From an optimization exercise on the open Yosys and OpenROAD flow, aimed at small area; shortcuts taken in it are not production practice. Function was checked by simulation only, so behaviour that the tests miss may differ from the original. No activity file was given, so power comes from the tool's default toggle rates.

== rev 12 ==
==> flow/design.v <==
module split_enc #(
    parameter CW  = 10,    
    parameter POS = 6,     
    parameter W   = 1,     
    parameter F   = 256    
) (
    input  wire [CW-1:0]      c,
    output wire [POS+W-1:0]   v
);
    wire [CW-1:0] major0 = c / F;
    wire [CW-1:0] minor0 = c % F;
    wire          carry  = (minor0 > ((1 << POS) - 1));
    wire [CW:0]   major1 = {1'b0, major0} + carry;
    /*verilator lint_off UNUSEDSIGNAL*/
    wire [CW-1:0] minor1 = carry ? {CW{1'b0}} : minor0;
    /*verilator lint_on UNUSEDSIGNAL*/
    wire          sat    = (major1 > ((1 << W) - 1));
    assign v = sat ? {(POS+W){1'b1}} : {major1[W-1:0], minor1[POS-1:0]};
endmodule
module nand_timing_unit (
    input  wire        clk,
    input  wire        rst,
    input  wire        wr_en,
    input  wire [4:0]  wr_addr,
    input  wire [31:0] wr_data,
    input  wire        start,
    input  wire [1:0]  op,
    input  wire        bus16,
    input  wire [31:0] mck_hz,
    output wire        ready,
    output wire        done,
    output reg  [7:0]  answer,
    output wire        unsupported,
    output wire [31:0] result,
    output wire [31:0] setup_reg,
    output wire [31:0] pulse_reg,
    output wire [31:0] cycle_reg,
    output wire [31:0] timings_reg,
    output wire [31:0] mode_reg
);
    localparam OP_NTC = 2'd0;
    localparam OP_PER = 2'd1;
    localparam OP_CYC = 2'd2;
    localparam [31:0] PS_LO = 32'hD4A5_1000;
    localparam [31:0] PS_HI = 32'd232;
    reg  [4:0]  ph;         
    reg         busy;
    reg  [3:0]  j;          
    reg  [1:0]  op_r;
    reg         bus16_r;
    wire ph0  = (ph == 5'd0);
    wire ph31 = (ph == 5'd31);
    wire per  = (op_r == OP_PER);
    wire ntc  = (op_r == OP_NTC);
    wire cyc  = (op_r == OP_CYC);
    assign ready = ~busy & ph31;
    wire   wr    = wr_en & ready;
    wire   go    = start & ready;
    reg [31:0] w [0:22];
    reg [31:0] B;           
    reg        b_v;
    reg [4:0]  b_a;
    always @(posedge clk) begin
        if (!busy || j == 4'd0)
            B <= ready ? (wr_en ? wr_data : mck_hz) : {B[30:0], w[0][31]};
        if (rst)
            b_v <= 1'b0;
        else if (ph31)
            b_v <= wr;
        if (ph31)
            b_a <= wr_addr;
    end
    genvar g;
    generate
        for (g = 0; g <= 22; g = g + 1) begin : g_w
            always @(posedge clk)
                w[g] <= {w[g][30:0], (b_v && b_a == g) ? B[31] : w[g][31]};
        end
    endgenerate
    reg [4:0] s;
    always @(*) begin
        s = 5'd0;
        case (op_r)
            OP_PER: s[0] = PS_LO[~ph];
            OP_CYC: s[0] = w[22][31];
            default: begin
                case (j)
                    4'd1:  s[0] = w[1][31];
                    4'd2:  s[3:0] = {w[5][31], w[4][31], w[3][31], w[2][31]};
                    4'd3:  s = {w[10][31], w[9][31], w[8][31], w[7][31], w[6][31]};
                    4'd4:  s[0] = w[11][31];
                    4'd5:  s[1:0] = {w[13][31], w[12][31]};
                    4'd6:  s[0] = w[14][31];
                    4'd7:  s[0] = w[15][31];
                    4'd8:  s[0] = w[17][31];
                    4'd9:  s[0] = w[18][31];
                    4'd10: s[0] = w[19][31];
                    4'd11: s[0] = w[20][31];
                    4'd12: s[0] = w[21][31];
                    default: s[0] = w[16][31];
                endcase
            end
        endcase
    end
    reg  [4:0] alive;
    wire       m = |(alive & s);
    always @(posedge clk)
        alive <= ph31 ? 5'b11111 : (alive & (s | {5{~m}}));
    reg  [31:0] R;          
    reg  [31:0] Q;          
    wire [31:0] r_in = ph0 ? (per ? PS_HI : 32'd0) : R;
    wire [32:0] rs   = {r_in, m};
    wire [33:0] df   = {1'b0, rs} - {2'b0, B};
    wire        ge   = ~df[33];
    always @(posedge clk) begin
        R <= ge ? df[31:0] : rs[31:0];
        Q <= {Q[30:0], ge};
    end
    reg  signed [9:0]  dq;
    wire signed [10:0] dq2 = (ph0 ? 11'sd0 : {dq, 1'b0}) + $signed({1'b0, ge}) - $signed({1'b0, Q[31]});
    always @(posedge clk)
        dq <= (dq2 < -11'sd2) ? -10'sd2 : ((dq2 > 11'sd300) ? 10'sd300 : dq2[9:0]);
    wire        rem  = |R;
    wire [3:0]  k    = j - 4'd1;         
    reg         rem0;                    
    wire [9:0]  c10  = ((|Q[31:10]) | (&Q[9:0])) ? 10'd1023 : (Q[9:0] + {9'd0, rem});
    wire signed [10:0] dd = {dq[9], dq} + $signed({1'b0, rem}) - $signed({1'b0, rem0});
    wire        pos  = (dd > 11'sd0);
    wire [7:0]  ws8  = pos ? ((dd > 11'sd255) ? 8'd255 : dd[7:0]) : 8'd0;
    reg  [9:0]  A;          
    wire [9:0]  mx   = (c10 > A) ? c10 : A;
    wire [10:0] asum = {1'b0, A} + {1'b0, c10};
    wire [9:0]  anew = asum[10] ? 10'd1023 : asum[9:0];
    wire [9:0]  V    = (k == 4'd4 || k == 4'd13) ? mx : c10;
    wire [5:0] e_s;
    wire [8:0] e_c;
    split_enc #(.CW(8),  .POS(5), .W(1), .F(128)) u_enc_s (.c(ws8), .v(e_s));
    split_enc #(.CW(10), .POS(7), .W(2), .F(256)) u_enc_c (.c(V),   .v(e_c));
    function [6:0] c2p(input [8:0] c);
        c2p = (c[8] || (c[7] && c[6])) ? 7'h7f : (c[6] ? 7'h40 : {c[7], c[5:0]});
    endfunction
    function [3:0] c2m(input [8:0] c);
        c2m = (c[8:7] != 2'd0 || (c[6] && c[5:3] != 3'd0)) ? 4'hf :
              ((c[5:3] != 3'd0) ? 4'h8 : {c[6], c[2:0]});
    endfunction
    wire [6:0] e_p = c2p(e_c);
    wire [3:0] e_m = c2m(e_c);
    reg [5:0] f_s;
    reg [6:0] f_p0, f_p2;
    reg [8:0] f_c0;
    reg [3:0] f_m0, f_m1, f_m2, f_m3, f_m4;
    reg [3:0] tdf;
    wire post = busy & ph0 & ntc;
    always @(posedge clk) begin
        if (ph0)
            rem0 <= rem;
        if (post) begin
            case (k)
                4'd1: begin f_p0 <= e_p; A <= c10; end
                4'd2: begin f_s  <= e_s; A <= mx; end
                4'd3: begin A <= anew; end
                4'd4: begin f_c0 <= e_c; end
                4'd5: begin A <= c10; end
                4'd6: begin tdf <= pos ? ((dd > 11'sd15) ? 4'd15 : dd[3:0]) : 4'd1; end
                4'd7: begin f_p2 <= e_p; A <= anew; end
                4'd8: f_m0 <= e_m;
                4'd9: f_m1 <= e_m;
                4'd10: f_m2 <= e_m;
                4'd11: f_m3 <= e_m;
                4'd12: f_m4 <= e_m;
                default: ;
            endcase
        end
    end
    wire last = ntc ? (j == 4'd14) : (j == 4'd2);
    assign done = busy & ph0 & last;
    always @(posedge clk) begin
        if (rst) begin
            ph   <= 5'd0;
            busy <= 1'b0;
        end else begin
            ph <= ph + 5'd1;
            if (go) begin
                busy    <= 1'b1;
                j       <= (op == OP_PER) ? 4'd1 : 4'd0;
                op_r    <= op;
                bus16_r <= bus16;
            end else if (busy) begin
                if (ph31)
                    j <= j + 4'd1;
                if (done)
                    busy <= 1'b0;
            end
        end
    end
    wire b_zero = (B == 32'd0);
    always @(*) begin
        case (op_r)
            OP_PER:  answer = b_zero ? 8'h13 : ((B < 32'd233) ? 8'h14 : 8'h00);
            2'd3:    answer = 8'h12;
            default: answer = b_zero ? 8'h15 : 8'h00;
        endcase
    end
    assign unsupported = (w[16] < 32'd30000);
    assign result      = Q + {31'd0, rem & cyc};
    assign setup_reg   = {26'd0, f_s};
    assign pulse_reg   = {1'b0, e_p, 1'b0, f_p2, 1'b0, c2p(f_c0), 1'b0, f_p0};
    assign cycle_reg   = {7'd0, e_c, 7'd0, f_c0};
    assign timings_reg = {1'b1, 3'd0, f_m4, 4'd0, f_m3, 4'd0, f_m2, f_m1, f_m0};
    assign mode_reg    = {11'd0, 1'b1, tdf, 2'd0, 1'b0, bus16_r, 10'd0, 2'b11};
endmodule
Settings: LEC_CHECK=0, CAP_MARGIN=20, CORE_MARGIN=2, CORE_UTILIZATION=40, PLACE_DENSITY=0.6, SLEW_MARGIN=20; clock period 12.0 ns.
run.sh (not shown) runs the stock make flow with config.mk's settings and CLKGATE_MAP_FILE= SYNTH_SCRIPT=/design/flow/synth_recipe.tcl, a recipe that flattens the netlist after the stock synthesis.
Both conditions hold for rev 12: the flow ran to the end and the final layout passed the timing, DRC and antenna checks.
#### Input delta (rev 13 over rev 12)
diff --git a/flow/config.mk b/flow/config.mk
--- a/flow/config.mk
+++ b/flow/config.mk
@@ -10,2 +10,4 @@
 export CORE_UTILIZATION = 40
+export CTS_CLUSTER_DIAMETER = 100
+export CTS_CLUSTER_SIZE = 30
 export PLACE_DENSITY = 0.6
| count of fill cells added during filler insertion | lower: rev 12 |
Rev 12 consumes more power than rev 13.
| cell area after layout | rev 13 vs rev 12 | better |
Sort rev 13 and rev 12 by part of the total power dissipated in the clock network, ascending, and rev 13 comes first.

-- what the ideal ports hide --
Ports are ideal in the flow. The routed layouts listed here were re-timed in OpenROAD. Step 1 (the two cells are an assumption about what drives the block):
set clk [get_ports {clk}]
set_driving_cell -lib_cell sky130_fd_sc_hd__clkbuf_16 $clk
set_driving_cell -lib_cell sky130_fd_sc_hd__buf_2 [delete_from_list [all_inputs] $clk]
Step 2 also shifts input and output timing later by t, the mid clock arrival at the registers, as if the neighbouring blocks saw the same clock. a / b / c = no drivers / after step 1 / after step 2; a / b = the first two.
| run | t (ns) | setup WS [ns] | hold WS [ns] |
|---|---|---|---|
| rev 12 | 0.673 | 2.559 / 2.503 / 3.176 | 0.319 / 0.319 / 0.319 |
| rev 13 | 0.641 | 2.560 / 2.504 / 3.144 | 0.325 / 0.325 / 0.325 |
After both steps setup and hold are still met in every run listed.
